Background: an optimization exercise with open tools, aiming at small area, a short achievable clock period and few clock cycles. Do not read the settings as production practice.
Only simulation tests tie the RTL to the original design; equivalence was not proved.
Power and IR drop assume default switching activity.

==> flow/design.v <==
module m402_decoder (
    input  wire        clk,
    input  wire        rst,
    input  wire        in_valid,
    output wire        in_ready,
    input  wire        in_pvalid,
    input  wire [6:0]  in_plen,
    input  wire [87:0] in_payload,
    input  wire [15:0] in_addr,
    output reg         out_valid,
    output reg  [3:0]  out_result,
    output reg         out_vld,
    output reg  [31:0] out_value
);
    localparam [3:0] RES_OK        = 4'd0;
    localparam [3:0] RES_MALFORMED = 4'd2;
    localparam [3:0] RES_HEADER    = 4'd4;
    localparam TW = 180;    
    localparam NW = 182;    
    localparam RW = 181;    
    localparam [2:0] S_IDLE  = 3'd0;
    localparam [2:0] S_SCALE = 3'd1;
    localparam [2:0] S_DIV   = 3'd2;
    localparam [2:0] S_NORM  = 3'd3;
    localparam [2:0] S_ROUND = 3'd4;
    reg  [2:0]      state;
    reg  [TW-1:0]   t_reg;
    reg  [NW-1:0]   n_reg;
    reg  [TW-1:0]   r_reg;
    reg             neg_exp;
    reg             sign;
    reg  [5:0]      cnt;
    reg  [7:0]      div_cnt;
    reg  signed [9:0] exp_reg;
    assign in_ready = (state == S_IDLE);
    wire [7:0] p0   = in_payload[7:0];
    wire [7:0] p1   = in_payload[15:8];
    wire [7:0] p2   = in_payload[23:16];
    wire [7:0] p3   = in_payload[31:24];
    wire [7:0] pn   = in_payload[47:40];
    wire [7:0] siex = in_payload[55:48];
    wire [7:0] m0   = in_payload[63:56];
    wire [7:0] m1   = in_payload[71:64];
    wire [7:0] m2   = in_payload[79:72];
    wire [7:0] m3   = in_payload[87:80];
    reg [31:0] x_in;
    always @(*) begin
        case (pn[2:0])
            3'd1:    x_in = {24'd0, m0};
            3'd2:    x_in = {16'd0, m0, m1};
            3'd3:    x_in = {8'd0, m0, m1, m2};
            3'd4:    x_in = {m0, m1, m2, m3};
            default: x_in = 32'd0;
        endcase
    end
    wire [7:0] need_len = 8'd7 + pn;
    reg [3:0] chk_result;
    always @(*) begin
        if (!in_pvalid || in_plen < 7'd7)
            chk_result = RES_MALFORMED;
        else if (p0 != 8'h3f || p1 != 8'h10 || p2 != in_addr[15:8] || p3 != in_addr[7:0])
            chk_result = RES_HEADER;
        else if (pn > 8'd4)
            chk_result = RES_MALFORMED;
        else if ({1'b0, in_plen} < need_len)
            chk_result = RES_MALFORMED;
        else
            chk_result = RES_OK;
    end
    wire       in_s  = siex[7];
    wire       in_es = siex[6];
    wire [5:0] in_e  = siex[5:0];
    wire [TW-1:0] t_times10 = (t_reg << 3) + (t_reg << 1);
    wire [RW-1:0] r_shift   = {r_reg, n_reg[NW-1]};
    wire [RW:0]   r_diff    = {1'b0, r_shift} - {2'b00, t_reg};
    wire          q_bit     = ~r_diff[RW];
    wire [23:0] mant     = n_reg[NW-1:NW-24];
    wire        rnd_bit  = n_reg[NW-25];
    wire        sticky   = (|n_reg[NW-26:0]) | (|r_reg);
    wire        round_up = rnd_bit & (sticky | mant[0]);
    wire [24:0] mant_r   = {1'b0, mant} + {24'd0, round_up};
    reg  [23:0]        mant_f;
    reg  signed [9:0]  exp_f;
    reg  [31:0]        mag;
    always @(*) begin
        if (mant_r[24]) begin
            mant_f = 24'h800000;
            exp_f  = exp_reg + 10'sd1;
        end else begin
            mant_f = mant_r[23:0];
            exp_f  = exp_reg;
        end
        if (n_reg == {NW{1'b0}})
            mag = 32'h00000000;
        else if (exp_f > 10'sd127)
            mag = 32'h7f800000;
        else if (!mant_f[23])
            mag = {9'd0, mant_f[22:0]};
        else
            mag = {1'b0, exp_f[7:0] + 8'd127, mant_f[22:0]};
    end
    always @(posedge clk) begin
        if (rst) begin
            state      <= S_IDLE;
            out_valid  <= 1'b0;
            out_result <= 4'd0;
            out_vld    <= 1'b0;
            out_value  <= 32'd0;
        end else begin
            out_valid <= 1'b0;
            case (state)
                S_IDLE: begin
                    if (in_valid) begin
                        sign    <= in_s;
                        neg_exp <= in_es;
                        cnt     <= in_e;
                        r_reg   <= {TW{1'b0}};
                        n_reg   <= {NW{1'b0}};
                        if (chk_result != RES_OK) begin
                            out_valid  <= 1'b1;
                            out_result <= chk_result;
                            out_vld    <= 1'b0;
                            out_value  <= 32'd0;
                        end else if (x_in == 32'd0 || (in_es && in_e >= 6'd55)) begin
                            out_valid  <= 1'b1;
                            out_result <= RES_OK;
                            out_vld    <= 1'b1;
                            out_value  <= {in_s, 31'd0};
                        end else if (!in_es && in_e >= 6'd39) begin
                            out_valid  <= 1'b1;
                            out_result <= RES_OK;
                            out_vld    <= 1'b1;
                            out_value  <= {in_s, 31'h7f800000};
                        end else begin
                            t_reg <= in_es ? {{(TW-1){1'b0}}, 1'b1} : {{(TW-32){1'b0}}, x_in};
                            if (in_es)
                                n_reg <= {x_in, 150'd0};
                            state <= S_SCALE;
                        end
                    end
                end
                S_SCALE: begin
                    if (cnt != 6'd0) begin
                        t_reg <= t_times10;
                        cnt   <= cnt - 6'd1;
                    end else if (neg_exp) begin
                        div_cnt <= 8'd0;
                        state   <= S_DIV;
                    end else begin
                        n_reg   <= {{(NW-TW){1'b0}}, t_reg};
                        exp_reg <= 10'sd181;
                        state   <= S_NORM;
                    end
                end
                S_DIV: begin
                    if (q_bit)
                        r_reg <= r_diff[TW-1:0];
                    else
                        r_reg <= r_shift[TW-1:0];
                    n_reg   <= {n_reg[NW-2:0], q_bit};
                    div_cnt <= div_cnt + 8'd1;
                    if (div_cnt == NW - 1) begin
                        exp_reg <= 10'sd31;
                        state   <= S_NORM;
                    end
                end
                S_NORM: begin
                    if (n_reg[NW-1] || exp_reg == -10'sd126 || n_reg == {NW{1'b0}}) begin
                        state <= S_ROUND;
                    end else begin
                        n_reg   <= {n_reg[NW-2:0], 1'b0};
                        exp_reg <= exp_reg - 10'sd1;
                    end
                end
                S_ROUND: begin
                    out_valid  <= 1'b1;
                    out_result <= RES_OK;
                    out_vld    <= 1'b1;
                    out_value  <= {sign, 31'd0} ^ mag;
                    state      <= S_IDLE;
                end
                default: state <= S_IDLE;
            endcase
        end
    end
endmodule
==> flow/run.sh <==
#!/bin/bash
# synth_recipe.tcl (not shown) runs the flow's synth.tcl, then flattens the netlist and writes it again
# the make line also repeats each setting of config.mk as NAME=value (left out here)
make -C /OpenROAD-flow-scripts/flow DESIGN_CONFIG=/design/flow/config.mk WORK_HOME=/design/flow/orfs CLKGATE_MAP_FILE= SYNTH_SCRIPT=/design/flow/synth_recipe.tcl finish
==> flow/config.mk <==
export PLATFORM = sky130hd
export DESIGN_NAME = m402_decoder
export DESIGN_NICKNAME = m402_decoder
export VERILOG_FILES = /design/flow/design.v
export SDC_FILE = /design/flow/constraint.sdc
export NUM_CORES = 4
export LEC_CHECK = 0
export CAP_MARGIN = 20
export CORE_MARGIN = 2
export CORE_UTILIZATION = 40
export PLACE_DENSITY = 0.6
export SLEW_MARGIN = 20
==> flow/constraint.sdc <==
create_clock -name core_clock -period 10.0 [get_ports {clk}]
set_input_delay 2.0000 -clock core_clock [delete_from_list [all_inputs] [get_ports {clk}]]
set_output_delay 2.0000 -clock core_clock [all_outputs]
set_load 0.01 [all_outputs]
==> notes.md <==
* Antenna violations before repair at 3
* Starting Density at 0.4028
* WS Path Type: in -> reg
* Synth warn at 1
* TritonCTS clock tree: yes
* Final worst setup slack at between 3 and 4 ns
* Crit share post-route at 0.6327
* Clk latency of the worst-skew pair at between 0.6 and 0.7 ns
* Post-CTS sizing at 0
* Htree depth at 3
* Avg Synthesized Cell Area at 8.058 um2
* Total power at about 16 mW
* P_leak at 21.12 nW
* Routed Antenna Nets at 0
* Pins Over Slew Limit at 0
* CP Data Arrival Time at between 6 and 7 ns
* # clock sinks at a little over 600
* Share of layout cells above drive strength 1 at 0.03679
* Dpl hpwl at 148.7 mm
* Setup-failing EPs final at 0
* DIE AREA at between 100,000 and 150,000 um2
* Ys flop type: edfxtp_1
* Final period demand of the worst path at around 6.3 ns
* Fmax at approximately 160 MHz
* Status: finished clean
* Area Overhead vs Synth at 9.882%
* Synth top area share at 0.3275
* Post-CTS Hold Buffers at 0
* Vias in the first global route at 46.99k
* Ranking of synthesized cells by area: edfxtp_1 (33%), ha_1 (9.1%), a21oi_1 (7.3%)
* First-pass GRT wire length at ~290 mm
* Chip height at ~360 um
* Hold Crit Class: reg -> reg
* Critical Path Start Type: primary input
* Ys async rst share at 0
* Crit path capture type: flop
* Pre-CTS WS at between 3 and 4 ns
* Final net count at 6,881
* Max-Cap Viols at 0
* Die Width at around 360 um
* Largest area contributor in the netlist: edfxtp_1
* Clk_skew at 0.02229 ns
* Reg clk slew, reported paths at roughly 0.06 ns
* Max reg flops at 182
* Iteration count of the initial detailed-routing pass at 14
* Worst vdd ir at between 200 and 250 uV
* PortBufs at roughly 140
* Setup Fix Bufs, Post-CTS at 0
* Power Dens Cells at 271.3 nW/um2
* Synth Register Bits at roughly 600
* Placer Congestion at 1.022
* Std-Cell Rows at around 130
* Post-Syn Area at around 52,000 um2
* Post-synthesis sequential area ratio at 0.3424
* Setup TNS at 0 ns
* Via density at just over 6
* Grt total ovfl at 0
* Total track usage at 0.2800
* Number of synthesized flops with an enable pin at between 500 and 600
* I/O pins at around 150
* TritonCTS Buffers at between 70 and 80
* Drt first-iter violations at 5,408
* Critical Path Fanout Max at 29
* Root Driver: clkbuf_16
* Worst Tran Pin Value at 1.241 ns
* Fin. Hold Viols at 0
* CP Data Required Time at between 10 and 15 ns
* CTS Buffer Depth at 3
* Via count at roughly 50k
* RSZ-0062 raised after global routing: false
* Drc violations at 0
* Slew HR at 0.1728
* Largest net degree at the start of global routing at approximately 190
* CORE AREA at 129,300 um2
* Library cells used by synthesis at around 100
* Wire per inst at 23.50 um
* Mapped Cells at ~6.5k
* Final wirelength at about 190 mm
cells by family (layout without fill, tap and decap cells):
family                     after synthesis  count (layout)  share of synthesized area
DFF                                    607             607                     0.3424
adders and majority gates              379             379                    0.09133
AOI/OAI and AO/OA                     2034            2034                     0.2366
and+or+nand+nor                       2314            2314                     0.2050
muxes                                   18              18                   0.003507
xor gates and xnor gates               397             397                    0.06675
buffers and inverters                  714             691                    0.05429
other                                    1               3                 0.00007199
worst paths after layout:
kind                   from            end  slack, ns  cells after the start
max          in_payload[40]     n_reg[179]       3.67                     13
min           out_result[1]  out_result[1]       0.47                      2
max reg2reg      n_reg[181]     r_reg[125]       3.83                     17
min reg2reg   out_result[1]  out_result[1]       0.47                      2
power by group:
group | total [mW] | switching, mW | internal [mW]
Sequential | 4.53 | 0.680 | 3.85
Clock | 2.83 | 1.18 | 1.64
Combinational | 8.17 | 5.48 | 2.69
Total | 15.5 | 7.35 | 8.18
Yosys cell counts, drive strengths merged (78+ instances only):
| master | instances |
|---|---|
| nor4 | 147 |
| ha | 377 |
| clkbuf | 260 |
| o21ai | 576 |
| inv | 376 |
| a21oi | 758 |
| o21bai | 135 |
| xor2 | 133 |
| buf | 78 |
| edfxtp | 568 |
| nand3 | 107 |
| nor2 | 574 |
| nand2 | 914 |
| nand4 | 219 |
| a21o | 102 |
| nor3 | 117 |
| xnor2 | 264 |
per-stage QoR:
stage	utilization	std cells	cell area [um2]	hold WS (ns)
floorplan	-	6465	52100	0.4761
global placement	0.4231	8048	54720	0.4518
detailed placement	0.4232	8049	54730	0.4599
CTS	0.4422	8183	57180	0.4674
global route	0.4426	8184	57230	0.4924
finish	0.4426	8185	57230	0.4663
area by class of cell:
type / instances / area [um2]
Fill cell: 12980 / 72080
Multi-Input combinational cell: 5144 / 31530
Sequential cell: 607 / 17840
Tap cell: 1742 / 2180
Clock buffer: 106 / 2171
Timing Repair Buffer: 181 / 1822
Inverter: 376 / 1411
Clock inverter: 28 / 281.5
Antenna cell: 1 / 2.502
critical path: stages:
cell and delay, ns:
clkdlybuf4s50_1 0.61, inv_1 0.13, ha_1 0.22, and2_1 0.48, a22o_1 0.46, a221o_1 0.28
or4_1 0.50, nor4_1 0.44, a311oi_1 0.23, and4_1 0.59, and2_1 0.42, a222oi_1 0.27
inv_1 0.07
per-layer routing:
metal  part of all wire  global-route usage  up-vias
met3              0.077             0.04675      307
met2               0.45              0.4455     1842
met5            0.00014                   0        -
met1               0.44              0.3798    24070
met4              0.038              0.1063        4
li1                   -                   -    23540
cell usage in the layout (no fill, tap or decap), drive strengths merged, types with 22 or more instances in the layout:
cell / n
a211oi: 72
a21o: 102
a21oi: 758
a222oi: 37
a22oi: 36
a31oi: 55
and2: 24
and3: 22
buf: 38
clkbuf: 106
clkdlybuf4s50: 143
dfxtp: 39
edfxtp: 568
ha: 377
inv: 380
nand2: 914
nand2b: 51
nand3: 107
nand4: 219
nor2: 574
nor2b: 33
nor3: 117
nor4: 147
o211ai: 24
o21a: 40
o21ai: 576
o21bai: 135
o31ai: 29
or3: 28
xnor2: 264
xor2: 133
Testbench counts, summed over its fixed seeds: cycles 399,849.

-- static timing again, ports no longer ideal --
No port has a modelled driver above. Below, the same layout with a new extraction and two added sets of constraints.
Step 1 assumes that a clkbuf_16 drives the clock port and a buf_2 every other input.
Step 2, shift: input delay + t, output delay - t, t = (earliest + latest rising clock arrival at the registers) / 2. This alone moves slack from input paths to output paths.
a / b / c = ideal ports / drivers / drivers and shift; a / b = the first two.
t (ns): 0.736
setup slack, ns: 3.673 / 3.715 / 2.979
latest minus earliest clock arrival (ns): 0.022 / 0.022
worst data-port slew with drivers (ns): 0.11
cell pins on the clock port's net: 1
After both steps setup and hold are still met in this run. The setup slack of this run moves by +0.042 ns with the drivers and by -0.694 ns with both steps.
